Source: an optimization exercise on an open RTL-to-GDS flow (aim: small area). Production flows keep margins and buffers that such runs may drop. Function was checked by simulation only, so behaviour that the tests miss may differ from the original. Power is estimated from default activity; no workload was simulated.

### flow/config.mk
export PLATFORM = sky130hd
export DESIGN_NAME = dht_fsm
export DESIGN_NICKNAME = dht_fsm
export VERILOG_FILES = /design/flow/design.v
export SDC_FILE = /design/flow/constraint.sdc
export NUM_CORES = 4
export LEC_CHECK = 0
export CAP_MARGIN = 20
export CORE_MARGIN = 2
export CORE_UTILIZATION = 40
export SLEW_MARGIN = 20
### flow/constraint.sdc
create_clock -name core_clock -period 20.0 [get_ports {clk}]
set_input_delay 4.0000 -clock core_clock [delete_from_list [all_inputs] [get_ports {clk}]]
set_output_delay 4.0000 -clock core_clock [all_outputs]
set_load 0.01 [all_outputs]
### flow/design.v
module dht_reading (
    input  wire [39:0] frame,
    input  wire        unit,       
    output wire [15:0] hum_raw,
    output wire        temp_sign,
    output wire [14:0] temp_mag,
    output wire [15:0] hum_out,    
    output wire [17:0] temp_out    
);
    assign hum_raw   = frame[39:24];
    assign temp_sign = frame[23];
    assign temp_mag  = frame[22:8];
    wire [15:0] hum_whole = hum_raw / 16'd10;
    assign hum_out = hum_whole * 16'd10;
    wire [14:0] c_whole  = temp_mag / 15'd10;
    wire [17:0] c_tenths = {3'b000, c_whole} * 18'd10;
    wire [17:0] f_tenths = {3'b000, c_whole} * 18'd18 + 18'd320;
    wire [17:0] t_abs    = unit ? f_tenths : c_tenths;
    assign temp_out = temp_sign ? (18'd0 - t_abs) : t_abs;
endmodule
module dht_fsm (
    input  wire        clk,
    input  wire        rst,         
    input  wire [1:0]  cmd,         
    input  wire        unit,        
    input  wire        line_in,     
    input  wire [31:0] now,         
    output wire        line_dir,    
    output wire        line_drv,    
    output wire        busy,
    output wire [2:0]  err_out,
    output wire [39:0] frame_out,
    output wire [15:0] hum_raw,
    output wire        temp_sign,
    output wire [14:0] temp_mag,
    output wire [15:0] hum_out,
    output wire [17:0] temp_out
);
    localparam [2:0] IDLE         = 3'd0,
                     START_LOW    = 3'd1,
                     ACK_WAIT_LOW = 3'd2,
                     ACK_LOW      = 3'd3,
                     ACK_HIGH     = 3'd4,
                     BIT_LOW      = 3'd5,
                     BIT_HIGH     = 3'd6,
                     VALIDATE     = 3'd7;
    localparam [1:0] CMD_READ   = 2'b01,
                     CMD_CLRERR = 2'b10;
    localparam [2:0] ERR_NONE      = 3'd0,
                     ERR_PAST_READ = 3'd1,
                     ERR_LENGTH    = 3'd2,
                     ERR_CHECKSUM  = 3'd3,
                     ERR_UNACK     = 3'd4;
    localparam [31:0] T_START_LOW     = 32'd2000;
    localparam [31:0] ACK_P1_FAIL_AT  = 32'd40;
    localparam [31:0] ACK_P2_FAIL_AT  = 32'd100;
    localparam [31:0] ACK_P3_FAIL_AT  = 32'd100;
    localparam [31:0] BIT_LOW_FAIL_AT = 32'd66;
    localparam [31:0] SYM0_MIN = 32'd20, SYM0_MAX = 32'd49;
    localparam [31:0] SYM1_MIN = 32'd50, SYM1_MAX = 32'd100;
    reg [39:0] frame;
    reg [39:0] acc;
    reg [31:0] t_start;
    reg [2:0]  err;
    reg [2:0]  phase;
    reg [5:0]  bitcnt;
    wire [31:0] elapsed = now - t_start;
    wire is_sym0 = (elapsed >= SYM0_MIN) && (elapsed <= SYM0_MAX);
    wire is_sym1 = (elapsed >= SYM1_MIN) && (elapsed <= SYM1_MAX);
    wire [7:0] ck_sum = acc[39:32] + acc[31:24] + acc[23:16] + acc[15:8];
    wire       ck_ok  = (ck_sum == acc[7:0]);
    always @(posedge clk) begin
        if (rst) begin
            frame   <= 40'd0;
            acc     <= 40'd0;
            t_start <= 32'd0;
            err     <= ERR_NONE;
            phase   <= IDLE;
            bitcnt  <= 6'd0;
        end else begin
            case (phase)
                IDLE: begin
                    if (cmd == CMD_READ) begin
                        phase   <= START_LOW;
                        t_start <= now;
                    end else if (cmd == CMD_CLRERR) begin
                        err <= ERR_NONE;
                    end
                end
                START_LOW: begin
                    if (elapsed >= T_START_LOW) begin
                        phase   <= ACK_WAIT_LOW;
                        t_start <= now;
                    end
                end
                ACK_WAIT_LOW: begin
                    if (elapsed >= ACK_P1_FAIL_AT) begin
                        err   <= ERR_UNACK;
                        phase <= IDLE;
                    end else if (!line_in) begin
                        phase   <= ACK_LOW;
                        t_start <= now;
                    end
                end
                ACK_LOW: begin
                    if (elapsed >= ACK_P2_FAIL_AT) begin
                        err   <= ERR_UNACK;
                        phase <= IDLE;
                    end else if (line_in) begin
                        phase   <= ACK_HIGH;
                        t_start <= now;
                    end
                end
                ACK_HIGH: begin
                    if (elapsed >= ACK_P3_FAIL_AT) begin
                        err   <= ERR_UNACK;
                        phase <= IDLE;
                    end else if (!line_in) begin
                        phase   <= BIT_LOW;
                        t_start <= now;
                        acc     <= 40'd0;
                        bitcnt  <= 6'd0;
                    end
                end
                BIT_LOW: begin
                    if (elapsed >= BIT_LOW_FAIL_AT) begin
                        err   <= ERR_PAST_READ;
                        phase <= IDLE;
                    end else if (line_in) begin
                        phase   <= BIT_HIGH;
                        t_start <= now;
                    end
                end
                BIT_HIGH: begin
                    if (!line_in) begin
                        if (!is_sym0 && !is_sym1) begin
                            err   <= ERR_LENGTH;
                            phase <= IDLE;
                        end else begin
                            acc     <= {acc[38:0], is_sym1};
                            bitcnt  <= bitcnt + 6'd1;
                            t_start <= now;
                            phase   <= (bitcnt == 6'd39) ? VALIDATE : BIT_LOW;
                        end
                    end
                end
                VALIDATE: begin
                    if (ck_ok)
                        frame <= acc;
                    else
                        err <= ERR_CHECKSUM;
                    phase <= IDLE;
                end
            endcase
        end
    end
    assign line_dir  = (phase == START_LOW);
    assign line_drv  = (phase != START_LOW);
    assign busy      = (phase != IDLE);
    assign err_out   = err;
    assign frame_out = frame;
    dht_reading u_reading (
        .frame     (frame),
        .unit      (unit),
        .hum_raw   (hum_raw),
        .temp_sign (temp_sign),
        .temp_mag  (temp_mag),
        .hum_out   (hum_out),
        .temp_out  (temp_out)
    );
endmodule
### flow/run.sh
#!/bin/bash
# synth_recipe.tcl (not shown) runs the flow's synth.tcl, then flattens the netlist and writes it again
# the make line also repeats each setting of config.mk as NAME=value (left out here)
make -C /OpenROAD-flow-scripts/flow DESIGN_CONFIG=/design/flow/config.mk WORK_HOME=/design/flow/orfs CLKGATE_MAP_FILE= SYNTH_SCRIPT=/design/flow/synth_recipe.tcl finish
==> results.ini <==
[cells_and_area]
multi_input_area_sq_um=10300
diodes=0
area_delta_synth_final_pct=14.4
seq_area_sq_um=2480
drive_gt1_frac=0.0674
nets=2043
fillers=3391

[power_and_ir_drop]
vdd_ir_drop_max_v=0.0000590
leakagePower_uw=0.00633
p_per_area_nw_per_um2=60.9

[floorplanning]
die_w_um=191
dieHeight_um=191
dieArea_sq_um=36400
start_util=0.405
core_area_sq_um=34500
ios=150
std_cell_rows=68

[sta]
drv_slew=0
finalClockSkew_ns=0.0187
finalSetupViolations=0
period_minus_slack_ns=13.90
rsz0062_at_grt=no
setup_ws_ns=6.10
relSlewSlack=0.278
setup_tns_ns=0
max_freq_mhz=72.0
tightest_slew_ns=1.08
period_share=0.695
final-hold-violation-count=0

[clock_tree]
hold_buffers=0
cts_max_level=4
root_buffer=clkbuf_16
clk_latency_ns=0.43
path_clk_slew_ns=0.07
cts_tree=built
post_cts_resized=0
post_cts_buffers=0
cts.sinks=124
numCtsBuffers=17
cts_max_path_buffers=2

[synth]
synth.distinct_cells=132
ys_seq_area_frac=0.178
async_flop_share=0
synth.avg_cell_area_sq_um=7.56
synth_warnings=1
synth-seq-cells=124
synth_edf_count=0
synthCells=1847
synth-main-ff-cell=dfxtp_1
netlist_area_sq_um=14000

[grt]
grt_usage=0.202
grt_max_degree=69
grt_pass1_vias=12427
grt_overflow=0
antenna_found_initial=0
grt_pass1_wl_um=61700

[critical_path]
path_max_fanout=20
cpMostUsedCell=xnor2_1
cpPeakStageDelay_ns=0.71
crit_family=compound AO/OA/AOI/OAI gates
crit_required_ns=16.00
crit_arrival_ns=9.90
cp_slowest_cell=dfxtp_1
cp_num_buf_inv=3
endpoint_kind=output pin
path_class=reg -> out
startpoint_type=register

[placement]
globalplace.congestion=0.911
dpl_worst_slack_ns=6.68
place_hpwl_um=27200
placement.io_buffers=147

[job]
maxCapViolations=0

[detailed_routing]
postRouteAntennaNets=0
drc=0
firstDrtPassIters=5
avgRoutedWirePerCell_um=15.7
num_vias=13349
vias_per_cell=5.67
wl_um=36900
drt_iter0_drc=928

[hold_path]
hold_class=reg -> reg

[status]
status=finished clean

## synthesized netlist by cell type, types with 25 or more instances
master	instances	share of area
nor3_1	28	0.010
nand2b_1	36	0.016
inv_1	107	0.029
nor2_1	147	0.040
xnor2_1	66	0.041
ha_1	101	0.091
nand3_1	57	0.020
dfxtp_1	124	0.18
clkbuf_1	72	0.019
buf_4	42	0.023
xor2_1	25	0.016
mux2i_1	89	0.064
nand2_1	210	0.056
a21o_1	26	0.014
o21ai_0	56	0.020
a21oi_1	159	0.057
## through the flow
step / hold WS [ns] / power [uW] / std cells / util / instance area, sq um
6_report: 0.458 / 972 / 2354 / 0.463 / 16000
5_1_grt: 0.468 / 1040 / 2354 / 0.463 / 16000
2_1_floorplan: 0.435 / 573 / 1848 / - / 14000
4_1_cts: 0.458 / 978 / 2354 / 0.463 / 16000
3_3_place_gp: 0.441 / 651 / 2321 / 0.446 / 15400
3_5_place_dp: 0.448 / 656 / 2322 / 0.446 / 15400
## worst reg2reg max path, delay by kind of cell, from the launching register on
kind | cells | cell delay, ns
multiplexers | 1 | 0.30
flip-flops | 1 | 0.31
AO/OA/AOI/OAI | 10 | 1.97
adder cells (fa/ha/maj) | 2 | 0.62
AND/OR/NAND/NOR | 6 | 2.35
## cell type report
cell class | count | share of cell area
well taps | 455 | 0.0356
inverters | 120 | 0.0284
multi-input cells | 1463 | 0.645
flip-flops and latches | 124 | 0.155
repair buffers | 160 | 0.0978
clock buffers | 17 | 0.0266
clock inverters | 15 | 0.0108
## final timing paths
path | slack [ns] | from | end | cells after the start
setup reg to reg | 14.37 | t_start[0] | t_start[27] | 19
hold reg to reg | 0.46 | t_start[5] | t_start[5] | 2
hold / removal | 0.46 | t_start[5] | t_start[5] | 2
setup / recovery | 6.10 | frame[21] | temp_out[16] | 36
## flip-flops by register name (all words and copies together) (netlist names)
| register | cells |
|---|---|
| t_start | 32 |
| bitcnt | 6 |
| frame | 40 |
| err | 3 |
| acc | 40 |
| phase | 3 |
## layout by cell type (no fill, tap or decap), types with 8 or more instances in the layout
master,instances
mux2i_1,89
o21ai_0,56
buf_4,12
mux2_2,10
nand3b_1,10
o211ai_1,20
nor4_1,15
ha_1,101
a21o_1,26
inv_1,107
a21oi_1,159
a211oi_1,20
and3_1,16
nor3b_1,12
nand2_1,210
clkbuf_16,17
nand3_1,57
xnor2_1,66
o22ai_1,11
a31oi_1,14
o21a_1,8
or4_1,10
o21ai_1,13
nor2_1,147
clkdlybuf4s50_1,146
nand2b_1,36
nand4_1,11
nor3_1,28
fa_1,18
a221oi_1,9
o21bai_1,19
xor2_1,25
and2_1,14
a211o_1,8
nor2b_1,24
dfxtp_1,124
## cell families after synthesis
group | synth area share
AOI/OAI and AO/OA | 0.254
xor gates and xnor gates | 0.0594
DFF | 0.178
adders and majority gates | 0.117
muxes | 0.0729
other | 0.000269
and+or+nand+nor | 0.233
buffers and inverters | 0.0856
## power breakdown
group	total, uW	leakage, uW	internal [uW]	switching, uW
clock network	317	0.000287	178	139
registers	286	0.00100	270	16.7
logic	369	0.00503	155	214
total	972	0.00633	603	369
## layer usage
layer  global-route usage  part of all wire  vias up
met5                    0                 0        -
met4               0.0459             0.014        0
met3               0.0309             0.051       38
met2                0.321              0.45      381
met1                0.286              0.49     6229
li1                     -                 -     6701

==> port drivers added, routing unchanged <==
The flow's constraints put no driver on any port. The routed layout listed below was extracted and timed again, unchanged, in two steps. Step 1 sets driving cells, clkbuf_16 on the clock port and buf_2 on the other inputs (assumed; they add their load-dependent delay and slew). Step 2, shift: input delay + t, output delay - t, t = (earliest + latest rising clock arrival at the registers) / 2. This alone moves slack from input paths to output paths. Slacks: ideal ports / drivers / drivers and shift; pairs: ideal ports / drivers.
t (ns): 0.469
setup WS [ns]: 6.103 / 6.054 / 6.522
worst hold slack (ns): 0.458 / 0.458 / 0.458
After both steps this run still meets setup and hold. For this run, drivers alone change the setup slack by -0.049 ns; drivers and shift together by +0.419 ns.
